What follows belongs to an exercise in optimizing a design on an open flow for small area, a short achievable clock period and few clock cycles per item; a production flow would make more cautious choices. Function was checked by simulation only, so behaviour that the tests miss may differ from the original.

==> inputs of v24 <==
Design heh_psi_unit, start of the top module:
module heh_psi_unit (
    input  wire         clk,
    input  wire         rst,         
    input  wire         cmd_valid,
    output wire         cmd_ready,
    input  wire [127:0] cmd_tau,
    input  wire         cmd_inv,
    input  wire [3:0]   cmd_n,       
    input  wire         in_valid,
    output wire         in_ready,
    input  wire [127:0] in_data,
    output wire         out_valid,
    input  wire         out_ready,
    output wire [127:0] out_data
);
    function [127:0] alpha;
        input [127:0] v;
        begin
            alpha = {v[126:0], 1'b0} ^ (v[127] ? 128'h87 : 128'h0);
        end
    endfunction
    function [127:0] gsq;
        input [127:0] v;
        reg   [254:0] s;
        reg   [134:0] t;
        integer k;
        begin
            s = 255'h0;
            for (k = 0; k < 128; k = k + 1)
                s[2*k] = v[k];
            t = {8'b0, s[254:128]} ^ ({8'b0, s[254:128]} << 1)
              ^ ({8'b0, s[254:128]} << 2) ^ ({8'b0, s[254:128]} << 7);
            gsq = s[127:0] ^ t[127:0] ^ {122'b0, t[133:128]} ^ ({122'b0, t[133:128]} << 1)
  ...
==> flow/config.mk <==
export PLATFORM = sky130hd
export DESIGN_NAME = heh_psi_unit
export DESIGN_NICKNAME = heh_psi_unit
export VERILOG_FILES = /design/flow/design.v
export SDC_FILE = /design/flow/constraint.sdc
export NUM_CORES = 4
export LEC_CHECK = 0
export CAP_MARGIN = 20
export CORE_MARGIN = 2
export CORE_UTILIZATION = 55
export PLACE_DENSITY = 0.7
export SETUP_SLACK_MARGIN = 4.5
export SLEW_MARGIN = 20
==> flow/constraint.sdc <==
create_clock -name core_clock -period 8.0 [get_ports {clk}]
set_input_delay 1.6000 -clock core_clock [delete_from_list [all_inputs] [get_ports {clk}]]
set_output_delay 1.6000 -clock core_clock [all_outputs]
set_load 0.01 [all_outputs]
run.sh (not shown) runs the stock make flow with config.mk's settings and CLKGATE_MAP_FILE= SYNTH_SCRIPT=/design/flow/synth_recipe.tcl, a recipe that flattens the netlist after the stock synthesis.
==> v39 (differences from v24) <==
--- a/flow/design.v
+++ b/flow/design.v
@@ -38,19 +38,20 @@
     reg         iinv;
     reg [3:0]   in_n;
     reg [2:0]   jin;           
     reg [127:0] tau_a;         
     reg [127:0] e;             
-    reg         s_v;
-    reg         s_last;
-    reg [2:0]   s_j;
+    reg [127:0] buf_mem [0:7];
+    reg [3:0]   wcnt, rcnt;
+    reg         s_v;           
     reg [127:0] s_d;
     reg         r_v;
     reg         r_inv;
+    reg         r_fold;        
     reg [3:0]   r_n;
     reg [127:0] r_data;        
-    reg [127:0] buf_mem [0:7];
+    reg [127:0] r_tau;         
     reg [127:0] c;             
     reg [127:0] tq;            
     reg         cv;            
     reg         ch;            
     reg         cfold;         
@@ -59,61 +60,70 @@
     reg         pb_fold;
     reg [127:0] ra, rb;        
     reg         obusy;         
     reg         oinv;
     reg [3:0]   on;
+    reg [2:0]   obase;         
     reg [3:0]   optr;          
     reg [3:0]   ocnt;          
     reg [127:0] y;
     reg [127:0] f;             
     reg [127:0] tau_o;         
     reg         ov;
     reg         olast;
     reg [127:0] o;
+    reg         cmd_ready_q, in_ready_q;
     wire [127:0] beta    = alpha(tau_a);
     wire         last_in = ({1'b0, jin} == in_n - 4'd1);
     wire [3:0]   j4      = {1'b0, jin};
     wire [127:0] res;
     wire [836:0] pr_d;
     gf128_mul_a u_mula (.a(ra ^ c), .b(tq), .p(pr_d));
     gf128_mul_b u_mulb (.p(pr), .r(res));
     wire [127:0] fres = pb_v & pb_fold ? (f ^ res) : f;    
+    assign cmd_ready = cmd_ready_q;
+    assign in_ready  = in_ready_q;
+    assign out_valid = ov;
+    assign out_data  = o;
+    wire cmd_fire  = cmd_valid & cmd_ready;
+    wire in_fire   = in_valid & in_ready;
     wire out_fire  = ov & out_ready;
     wire o_free    = ~ov | out_fire;
     wire octx_done = ~obusy | (ocnt == on);
-    wire handoff_psi = r_v & ~r_inv & ~cv & ~pb_v & octx_done;
-    wire handoff_inv = r_v &  r_inv & octx_done;
+    wire psi_done    = r_v & ~r_inv & (r_fold | (~cv & ~pb_v));
+    wire handoff_psi = psi_done & octx_done;
+    wire handoff_inv = r_v & r_inv & octx_done;
     wire handoff     = handoff_psi | handoff_inv;
+    wire fold        = psi_done & ~r_fold & ~octx_done;    
     wire psi_oload  = obusy & ~oinv & (ocnt != on) & o_free;
     wire inv_orest  = obusy & oinv & (ocnt != on) & o_free;
     wire inv_ofromc = inv_orest & ch;
     wire inv_olast  = inv_orest & ~ch & (ocnt == on - 4'd1);
     wire inv_ofromb = inv_orest & ~ch & (ocnt != on - 4'd1);
     wire inv_cload  = obusy & oinv & (optr != on - 4'd1) & (~ch | inv_ofromc);
-    wire [2:0]   rd_idx  = handoff ? 3'd0 : ((oinv & ~ch) ? ocnt[2:0] : optr[2:0]);
+    wire oload      = (handoff_psi & o_free) | psi_oload | inv_ofromc | inv_olast | inv_ofromb;
+    wire [3:0]   rd_off  = (oinv & ~ch) ? ocnt : optr;
+    wire [2:0]   rd_idx  = handoff ? rcnt[2:0] : (obase + rd_off[2:0]);
     wire [127:0] rd_data = buf_mem[rd_idx];
-    wire [127:0] y_new   = r_inv ? r_data : (ra ^ rb ^ r_data);
+    wire [127:0] y_new   = (r_inv | r_fold) ? r_data : (ra ^ rb ^ r_data);
     wire [127:0] y_use   = handoff ? y_new : y;
     wire [127:0] blk     = rd_data ^ y_use;           
-    wire [3:0] sj4     = {1'b0, s_j};
-    wire [3:0] lim     = oinv ? on - 4'd1 : on;
-    wire       s_write = s_v & (~r_v | s_last) & (~obusy | (sj4 >= lim) | (sj4 < ocnt));
-    reg cmd_ready_q, in_ready_q;
-    assign cmd_ready = cmd_ready_q;
-    assign in_ready  = in_ready_q;
-    assign out_valid = ov;
-    assign out_data  = o;
-    wire cmd_fire  = cmd_valid & cmd_ready;
-    wire in_fire   = in_valid & in_ready;
+    wire s_write   = s_v & ((wcnt - rcnt) != 4'd8);
     wire psi_cload = in_fire & ~iinv & ~last_in;
-    wire oload     = (handoff_psi & o_free) | psi_oload | inv_ofromc | inv_olast | inv_ofromb;
+    wire [127:0] c_tau  = psi_cload ? tau_a : handoff_inv ? r_tau : tau_o;
+    wire         c_last = psi_cload ? (j4 == in_n - 4'd2)
+                        : handoff_inv ? (r_n == 4'd2) : (optr == on - 4'd2);
     wire       ibusy_n  = rst ? 1'b0 : cmd_fire ? 1'b1 : (in_fire & last_in) ? 1'b0 : ibusy;
+    wire       iinv_n   = cmd_fire ? cmd_inv : iinv;
+    wire [2:0] jin_n    = cmd_fire ? 3'd0 : in_fire ? jin + 3'd1 : jin;
+    wire [3:0] in_n_n   = cmd_fire ? cmd_n : in_n;
     wire       s_v_n    = rst ? 1'b0 : in_fire ? 1'b1 : s_write ? 1'b0 : s_v;
-    wire       s_last_n = in_fire ? last_in : s_last;
-    wire [2:0] s_j_n    = in_fire ? jin : s_j;
+    wire [3:0] wcnt_n   = rst ? 4'd0 : s_write ? wcnt + 4'd1 : wcnt;
+    wire [3:0] rcnt_n   = rst ? 4'd0 : oload ? rcnt + 4'd1 : rcnt;
     wire       r_v_n    = rst ? 1'b0 : (in_fire & last_in) ? 1'b1 : handoff ? 1'b0 : r_v;
     wire       r_inv_n  = (in_fire & last_in) ? iinv : r_inv;
+    wire       r_fold_n = (in_fire & last_in) ? 1'b0 : fold ? 1'b1 : r_fold;
     wire [3:0] r_n_n    = (in_fire & last_in) ? in_n : r_n;
     wire       obusy_n  = rst ? 1'b0 : handoff ? 1'b1 : obusy;
     wire       oinv_n   = handoff ? r_inv : oinv;
     wire [3:0] on_n     = handoff ? r_n : on;
     wire [3:0] optr_n   = handoff_psi ? (o_free ? 4'd1 : 4'd0)
@@ -122,41 +132,42 @@
     wire [3:0] ocnt_n   = handoff_psi ? (o_free ? 4'd1 : 4'd0)
                         : handoff_inv ? 4'd0
                         : (psi_oload | inv_ofromc | inv_olast | inv_ofromb) ? ocnt + 4'd1 : ocnt;
     wire       cv_n     = rst ? 1'b0 : (psi_cload | handoff_inv | inv_cload);
     wire       pb_v_n   = rst ? 1'b0 : cv;
-    wire       iinv_n   = cmd_fire ? cmd_inv : iinv;
-    wire [2:0] jin_n    = cmd_fire ? 3'd0 : in_fire ? jin + 3'd1 : jin;
-    wire [3:0] in_n_n   = cmd_fire ? cmd_n : in_n;
     wire octx_done_n = ~obusy_n | (ocnt_n == on_n);
-    wire handoff_n   = r_v_n & octx_done_n & (r_inv_n | (~cv_n & ~pb_v_n));
-    wire [3:0] lim_n = oinv_n ? on_n - 4'd1 : on_n;
-    wire s_write_n   = s_v_n & (~r_v_n | s_last_n)
-                     & (~obusy_n | ({1'b0, s_j_n} >= lim_n) | ({1'b0, s_j_n} < ocnt_n));
-    wire mul_ok_n    = ~(obusy_n & oinv_n) | (optr_n == on_n - 4'd1);
+    wire psi_done_n  = r_v_n & ~r_inv_n & (r_fold_n | (~cv_n & ~pb_v_n));
+    wire handoff_n   = r_v_n & octx_done_n & (r_inv_n | psi_done_n);
+    wire fold_n      = psi_done_n & ~r_fold_n & ~octx_done_n;
+    wire s_write_n   = s_v_n & ((wcnt_n - rcnt_n) != 4'd8);
     wire last_in_n   = ({1'b0, jin_n} == in_n_n - 4'd1);
-    wire cmd_ready_n = ~ibusy_n & ~(r_v_n & r_inv_n & ~(octx_done_n));
-    wire in_ready_n  = ibusy_n & (~s_v_n | s_write_n) & (~r_v_n | handoff_n)
-                     & (iinv_n | last_in_n | mul_ok_n);
+    wire psi_ok_n    = (~(obusy_n & oinv_n) | (optr_n == on_n - 4'd1))
+                     & ~(r_v_n & r_inv_n)
+                     & ~(r_v_n & ~r_inv_n & ~r_fold_n & ~handoff_n & ~fold_n);
+    wire cmd_ready_n = ~ibusy_n;
+    wire in_ready_n  = ibusy_n & (~s_v_n | s_write_n)
+                     & (~last_in_n | ~r_v_n | handoff_n)
+                     & (iinv_n | last_in_n | psi_ok_n);
     always @(posedge clk) begin
         ibusy       <= ibusy_n;
+        iinv        <= iinv_n;
+        jin         <= jin_n;
+        in_n        <= in_n_n;
         s_v         <= s_v_n;
-        s_last      <= s_last_n;
-        s_j         <= s_j_n;
+        wcnt        <= wcnt_n;
+        rcnt        <= rcnt_n;
         r_v         <= r_v_n;
         r_inv       <= r_inv_n;
+        r_fold      <= r_fold_n;
         r_n         <= r_n_n;
         obusy       <= obusy_n;
         oinv        <= oinv_n;
         on          <= on_n;
         optr        <= optr_n;
         ocnt        <= ocnt_n;
         cv          <= cv_n;
         pb_v        <= pb_v_n;
-        iinv        <= iinv_n;
-        jin         <= jin_n;
-        in_n        <= in_n_n;
         cmd_ready_q <= cmd_ready_n;
         in_ready_q  <= in_ready_n;
         if (rst) begin
             ch <= 1'b0;
             ra <= 128'h0;
@@ -165,11 +176,11 @@
         end else begin
             if (handoff_inv | inv_cload)
                 ch <= 1'b1;
             else if (psi_cload | inv_ofromc)
                 ch <= 1'b0;
-            if (handoff_psi) begin
+            if ((handoff_psi & ~r_fold) | fold) begin    
                 ra <= 128'h0;
                 rb <= 128'h0;
             end else begin
                 if (cv)
                     ra <= pb_v ? (pb_fold ? 128'h0 : res) : rb;
@@ -190,33 +201,36 @@
             e     <= alpha(e);
         end
         if (in_fire)
             s_d <= last_in ? beta : (in_data ^ e);
         if (s_write)
-            buf_mem[s_j] <= s_d;
+            buf_mem[wcnt[2:0]] <= s_d;
         if (in_fire & last_in) begin
             r_data <= iinv ? (in_data ^ beta) : in_data;
+            r_tau  <= tau_a;
+        end else if (fold) begin
+            r_data <= y_new;
         end
         if (psi_cload) begin
             c     <= in_data;
-            tq    <= (j4 == in_n - 4'd2) ? tau_a : gsq(tau_a);
             cfold <= 1'b0;
         end else if (handoff_inv) begin
             c     <= blk;
-            tq    <= (r_n == 4'd2) ? tau_a : gsq(tau_a);
             cfold <= (r_n <= 4'd3);
         end else if (inv_cload) begin
             c     <= blk;
-            tq    <= (optr == on - 4'd2) ? tau_o : gsq(tau_o);
             cfold <= (optr + 4'd3 >= on);
         end
+        tq <= c_last ? c_tau : gsq(c_tau);
         pr      <= pr_d;
         pb_fold <= cfold;
-        if (handoff)
-            y <= y_new;
+        if (handoff) begin
+            y     <= y_new;
+            obase <= rcnt[2:0];
+        end
         if (handoff_inv) begin
-            tau_o <= tau_a;
+            tau_o <= r_tau;
             f     <= r_data;
         end else begin
             f     <= fres;
         end
         if ((handoff_psi & o_free) | psi_oload | inv_ofromb) begin
==> v28 (differences from v24) <==
--- a/flow/design.v
+++ b/flow/design.v
@@ -38,19 +38,20 @@
     reg         iinv;
     reg [3:0]   in_n;
     reg [2:0]   jin;           
     reg [127:0] tau_a;         
     reg [127:0] e;             
-    reg         s_v;
-    reg         s_last;
-    reg [2:0]   s_j;
+    reg [127:0] buf_mem [0:7];
+    reg [3:0]   wcnt, rcnt;
+    reg         s_v;           
     reg [127:0] s_d;
     reg         r_v;
     reg         r_inv;
+    reg         r_fold;        
     reg [3:0]   r_n;
     reg [127:0] r_data;        
-    reg [127:0] buf_mem [0:7];
+    reg [127:0] r_tau;         
     reg [127:0] c;             
     reg [127:0] tq;            
     reg         cv;            
     reg         ch;            
     reg         cfold;         
@@ -59,61 +60,70 @@
     reg         pb_fold;
     reg [127:0] ra, rb;        
     reg         obusy;         
     reg         oinv;
     reg [3:0]   on;
+    reg [2:0]   obase;         
     reg [3:0]   optr;          
     reg [3:0]   ocnt;          
     reg [127:0] y;
     reg [127:0] f;             
     reg [127:0] tau_o;         
     reg         ov;
     reg         olast;
     reg [127:0] o;
+    reg         cmd_ready_q, in_ready_q;
     wire [127:0] beta    = alpha(tau_a);
     wire         last_in = ({1'b0, jin} == in_n - 4'd1);
     wire [3:0]   j4      = {1'b0, jin};
     wire [127:0] res;
     wire [836:0] pr_d;
     gf128_mul_a u_mula (.a(ra ^ c), .b(tq), .p(pr_d));
     gf128_mul_b u_mulb (.p(pr), .r(res));
     wire [127:0] fres = pb_v & pb_fold ? (f ^ res) : f;    
+    assign cmd_ready = cmd_ready_q;
+    assign in_ready  = in_ready_q;
+    assign out_valid = ov;
+    assign out_data  = o;
+    wire cmd_fire  = cmd_valid & cmd_ready;
+    wire in_fire   = in_valid & in_ready;
     wire out_fire  = ov & out_ready;
     wire o_free    = ~ov | out_fire;
     wire octx_done = ~obusy | (ocnt == on);
-    wire handoff_psi = r_v & ~r_inv & ~cv & ~pb_v & octx_done;
-    wire handoff_inv = r_v &  r_inv & octx_done;
+    wire psi_done    = r_v & ~r_inv & (r_fold | (~cv & ~pb_v));
+    wire handoff_psi = psi_done & octx_done;
+    wire handoff_inv = r_v & r_inv & octx_done;
     wire handoff     = handoff_psi | handoff_inv;
+    wire fold        = psi_done & ~r_fold & ~octx_done;    
     wire psi_oload  = obusy & ~oinv & (ocnt != on) & o_free;
     wire inv_orest  = obusy & oinv & (ocnt != on) & o_free;
     wire inv_ofromc = inv_orest & ch;
     wire inv_olast  = inv_orest & ~ch & (ocnt == on - 4'd1);
     wire inv_ofromb = inv_orest & ~ch & (ocnt != on - 4'd1);
     wire inv_cload  = obusy & oinv & (optr != on - 4'd1) & (~ch | inv_ofromc);
-    wire [2:0]   rd_idx  = handoff ? 3'd0 : ((oinv & ~ch) ? ocnt[2:0] : optr[2:0]);
+    wire oload      = (handoff_psi & o_free) | psi_oload | inv_ofromc | inv_olast | inv_ofromb;
+    wire [3:0]   rd_off  = (oinv & ~ch) ? ocnt : optr;
+    wire [2:0]   rd_idx  = handoff ? rcnt[2:0] : (obase + rd_off[2:0]);
     wire [127:0] rd_data = buf_mem[rd_idx];
-    wire [127:0] y_new   = r_inv ? r_data : (ra ^ rb ^ r_data);
+    wire [127:0] y_new   = (r_inv | r_fold) ? r_data : (ra ^ rb ^ r_data);
     wire [127:0] y_use   = handoff ? y_new : y;
     wire [127:0] blk     = rd_data ^ y_use;           
-    wire [3:0] sj4     = {1'b0, s_j};
-    wire [3:0] lim     = oinv ? on - 4'd1 : on;
-    wire       s_write = s_v & (~r_v | s_last) & (~obusy | (sj4 >= lim) | (sj4 < ocnt));
-    reg cmd_ready_q, in_ready_q;
-    assign cmd_ready = cmd_ready_q;
-    assign in_ready  = in_ready_q;
-    assign out_valid = ov;
-    assign out_data  = o;
-    wire cmd_fire  = cmd_valid & cmd_ready;
-    wire in_fire   = in_valid & in_ready;
+    wire s_write   = s_v & ((wcnt - rcnt) != 4'd8);
     wire psi_cload = in_fire & ~iinv & ~last_in;
-    wire oload     = (handoff_psi & o_free) | psi_oload | inv_ofromc | inv_olast | inv_ofromb;
+    wire [127:0] c_tau  = psi_cload ? tau_a : handoff_inv ? r_tau : tau_o;
+    wire         c_last = psi_cload ? (j4 == in_n - 4'd2)
+                        : handoff_inv ? (r_n == 4'd2) : (optr == on - 4'd2);
     wire       ibusy_n  = rst ? 1'b0 : cmd_fire ? 1'b1 : (in_fire & last_in) ? 1'b0 : ibusy;
+    wire       iinv_n   = cmd_fire ? cmd_inv : iinv;
+    wire [2:0] jin_n    = cmd_fire ? 3'd0 : in_fire ? jin + 3'd1 : jin;
+    wire [3:0] in_n_n   = cmd_fire ? cmd_n : in_n;
     wire       s_v_n    = rst ? 1'b0 : in_fire ? 1'b1 : s_write ? 1'b0 : s_v;
-    wire       s_last_n = in_fire ? last_in : s_last;
-    wire [2:0] s_j_n    = in_fire ? jin : s_j;
+    wire [3:0] wcnt_n   = rst ? 4'd0 : s_write ? wcnt + 4'd1 : wcnt;
+    wire [3:0] rcnt_n   = rst ? 4'd0 : oload ? rcnt + 4'd1 : rcnt;
     wire       r_v_n    = rst ? 1'b0 : (in_fire & last_in) ? 1'b1 : handoff ? 1'b0 : r_v;
     wire       r_inv_n  = (in_fire & last_in) ? iinv : r_inv;
+    wire       r_fold_n = (in_fire & last_in) ? 1'b0 : fold ? 1'b1 : r_fold;
     wire [3:0] r_n_n    = (in_fire & last_in) ? in_n : r_n;
     wire       obusy_n  = rst ? 1'b0 : handoff ? 1'b1 : obusy;
     wire       oinv_n   = handoff ? r_inv : oinv;
     wire [3:0] on_n     = handoff ? r_n : on;
     wire [3:0] optr_n   = handoff_psi ? (o_free ? 4'd1 : 4'd0)
@@ -122,41 +132,42 @@
     wire [3:0] ocnt_n   = handoff_psi ? (o_free ? 4'd1 : 4'd0)
                         : handoff_inv ? 4'd0
                         : (psi_oload | inv_ofromc | inv_olast | inv_ofromb) ? ocnt + 4'd1 : ocnt;
     wire       cv_n     = rst ? 1'b0 : (psi_cload | handoff_inv | inv_cload);
     wire       pb_v_n   = rst ? 1'b0 : cv;
-    wire       iinv_n   = cmd_fire ? cmd_inv : iinv;
-    wire [2:0] jin_n    = cmd_fire ? 3'd0 : in_fire ? jin + 3'd1 : jin;
-    wire [3:0] in_n_n   = cmd_fire ? cmd_n : in_n;
     wire octx_done_n = ~obusy_n | (ocnt_n == on_n);
-    wire handoff_n   = r_v_n & octx_done_n & (r_inv_n | (~cv_n & ~pb_v_n));
-    wire [3:0] lim_n = oinv_n ? on_n - 4'd1 : on_n;
-    wire s_write_n   = s_v_n & (~r_v_n | s_last_n)
-                     & (~obusy_n | ({1'b0, s_j_n} >= lim_n) | ({1'b0, s_j_n} < ocnt_n));
-    wire mul_ok_n    = ~(obusy_n & oinv_n) | (optr_n == on_n - 4'd1);
+    wire psi_done_n  = r_v_n & ~r_inv_n & (r_fold_n | (~cv_n & ~pb_v_n));
+    wire handoff_n   = r_v_n & octx_done_n & (r_inv_n | psi_done_n);
+    wire fold_n      = psi_done_n & ~r_fold_n & ~octx_done_n;
+    wire s_write_n   = s_v_n & ((wcnt_n - rcnt_n) != 4'd8);
     wire last_in_n   = ({1'b0, jin_n} == in_n_n - 4'd1);
-    wire cmd_ready_n = ~ibusy_n & ~(r_v_n & r_inv_n & ~(octx_done_n));
-    wire in_ready_n  = ibusy_n & (~s_v_n | s_write_n) & (~r_v_n | handoff_n)
-                     & (iinv_n | last_in_n | mul_ok_n);
+    wire psi_ok_n    = (~(obusy_n & oinv_n) | (optr_n == on_n - 4'd1))
+                     & ~(r_v_n & r_inv_n)
+                     & ~(r_v_n & ~r_inv_n & ~r_fold_n & ~handoff_n & ~fold_n);
+    wire cmd_ready_n = ~ibusy_n;
+    wire in_ready_n  = ibusy_n & (~s_v_n | s_write_n)
+                     & (~last_in_n | ~r_v_n | handoff_n)
+                     & (iinv_n | last_in_n | psi_ok_n);
     always @(posedge clk) begin
         ibusy       <= ibusy_n;
+        iinv        <= iinv_n;
+        jin         <= jin_n;
+        in_n        <= in_n_n;
         s_v         <= s_v_n;
-        s_last      <= s_last_n;
-        s_j         <= s_j_n;
+        wcnt        <= wcnt_n;
+        rcnt        <= rcnt_n;
         r_v         <= r_v_n;
         r_inv       <= r_inv_n;
+        r_fold      <= r_fold_n;
         r_n         <= r_n_n;
         obusy       <= obusy_n;
         oinv        <= oinv_n;
         on          <= on_n;
         optr        <= optr_n;
         ocnt        <= ocnt_n;
         cv          <= cv_n;
         pb_v        <= pb_v_n;
-        iinv        <= iinv_n;
-        jin         <= jin_n;
-        in_n        <= in_n_n;
         cmd_ready_q <= cmd_ready_n;
         in_ready_q  <= in_ready_n;
         if (rst) begin
             ch <= 1'b0;
             ra <= 128'h0;
@@ -165,11 +176,11 @@
         end else begin
             if (handoff_inv | inv_cload)
                 ch <= 1'b1;
             else if (psi_cload | inv_ofromc)
                 ch <= 1'b0;
-            if (handoff_psi) begin
+            if ((handoff_psi & ~r_fold) | fold) begin    
                 ra <= 128'h0;
                 rb <= 128'h0;
             end else begin
                 if (cv)
                     ra <= pb_v ? (pb_fold ? 128'h0 : res) : rb;
@@ -190,33 +201,36 @@
             e     <= alpha(e);
         end
         if (in_fire)
             s_d <= last_in ? beta : (in_data ^ e);
         if (s_write)
-            buf_mem[s_j] <= s_d;
+            buf_mem[wcnt[2:0]] <= s_d;
         if (in_fire & last_in) begin
             r_data <= iinv ? (in_data ^ beta) : in_data;
+            r_tau  <= tau_a;
+        end else if (fold) begin
+            r_data <= y_new;
         end
         if (psi_cload) begin
             c     <= in_data;
-            tq    <= (j4 == in_n - 4'd2) ? tau_a : gsq(tau_a);
             cfold <= 1'b0;
         end else if (handoff_inv) begin
             c     <= blk;
-            tq    <= (r_n == 4'd2) ? tau_a : gsq(tau_a);
             cfold <= (r_n <= 4'd3);
         end else if (inv_cload) begin
             c     <= blk;
-            tq    <= (optr == on - 4'd2) ? tau_o : gsq(tau_o);
             cfold <= (optr + 4'd3 >= on);
         end
+        tq <= c_last ? c_tau : gsq(c_tau);
         pr      <= pr_d;
         pb_fold <= cfold;
-        if (handoff)
-            y <= y_new;
+        if (handoff) begin
+            y     <= y_new;
+            obase <= rcnt[2:0];
+        end
         if (handoff_inv) begin
-            tau_o <= tau_a;
+            tau_o <= r_tau;
             f     <= r_data;
         end else begin
             f     <= fres;
         end
         if ((handoff_psi & o_free) | psi_oload | inv_ofromb) begin
CORE_UTILIZATION = 60   (was 55)
PLACE_DENSITY = 0.75   (was 0.7)
SETUP_SLACK_MARGIN = 4.2   (was 4.5)
==> summary of the runs <==
In synthesized cell count, v39 and v28 do not differ. The highest cell area belongs to v39, the lowest to v28. Of v28 and v39, v39 has the higher non-clock buffer count (gap 681). Global-route usage, highest first: v28, v39, v24. Critical path depth: v28 > v39 > v24. Count of clock-buffer cells in the layout: v28 < v24 < v39. Sequential share of layout area: v39 < v24 < v28. The highest setup slack belongs to v24, the lowest to v28.
==> figures <==
	v28	v24	v39
Crit path from	pr[802]$_DFF_P_	pr[489]$_DFF_P_	pr[168]$_DFF_P_
Largest stage delay on the critical path	0.72 ns	0.69 ns	0.56 ns
Min Clock Period, post-route	4.31 ns	3.89 ns	4.11 ns
Routability-driven placement congestion ratio	1.27	1.18	1.20
Synthesized-area fraction occupied by adder cells	0.00147	0.00144	0.00147
Invs w/o clock	84	130	86
Net count of the mapped netlist	25.0k	24.8k	25.0k
Critical-path maximum fanout	2	3	2
Placement-stage cell area	244000 µm²	243000 µm²	246000 µm²
Final area over synthesized area	1.201x	1.234x	1.303x
Reg-to-reg critical path endpoint	o[18]$_DFFE_PP_	o[9]$_DFFE_PP_	o[30]$_DFFE_PP_
Area taken by multi-input logic gates	143000 µm²	146000 µm²	155000 µm²
DR WL met2	439000 µm	459000 µm	487000 µm
Reg2reg setup slack	3.69 ns	4.11 ns	3.89 ns
Die Y	619 µm	644 µm	646 µm
Run status	complete, no violations	complete, no violations	complete, no violations
Layout clock area frac	0.0480	0.0451	0.0446
Testbench counts of v24, summed over its fixed seeds: cycles 1,417, blocks 912.
Testbench counts of v39, summed over its fixed seeds: cycles 1,378, blocks 912.
Testbench counts of v28, summed over its fixed seeds: cycles 1,378, blocks 912.

[afterwards: timing with drivers on the ports]
Ports are ideal in the flow. The routed layouts listed here were re-timed in OpenROAD.
Step 1: set_driving_cell puts a clkbuf_16 on clk and a buf_2 on each other input, an assumption about the parent block.
Step 2, shift: input delay + t, output delay - t, t = (earliest + latest rising clock arrival at the registers) / 2. This alone moves slack from input paths to output paths.
Three values: no drivers, after step 1, after step 2; two values: the first two.
run	shift t [ns]	slack for setup (ns)	cell pins on the clock port's net
v24	1.171	4.107 / 4.036 / 3.328	1
v39	1.173	3.887 / 3.887 / 3.081	1
v28	1.147	3.691 / 3.691 / 3.059	1
After both steps every run listed still meets setup and hold. The setup slack of v39, which loses most, moves by 0.000 ns with the drivers and by -0.806 ns with both steps.
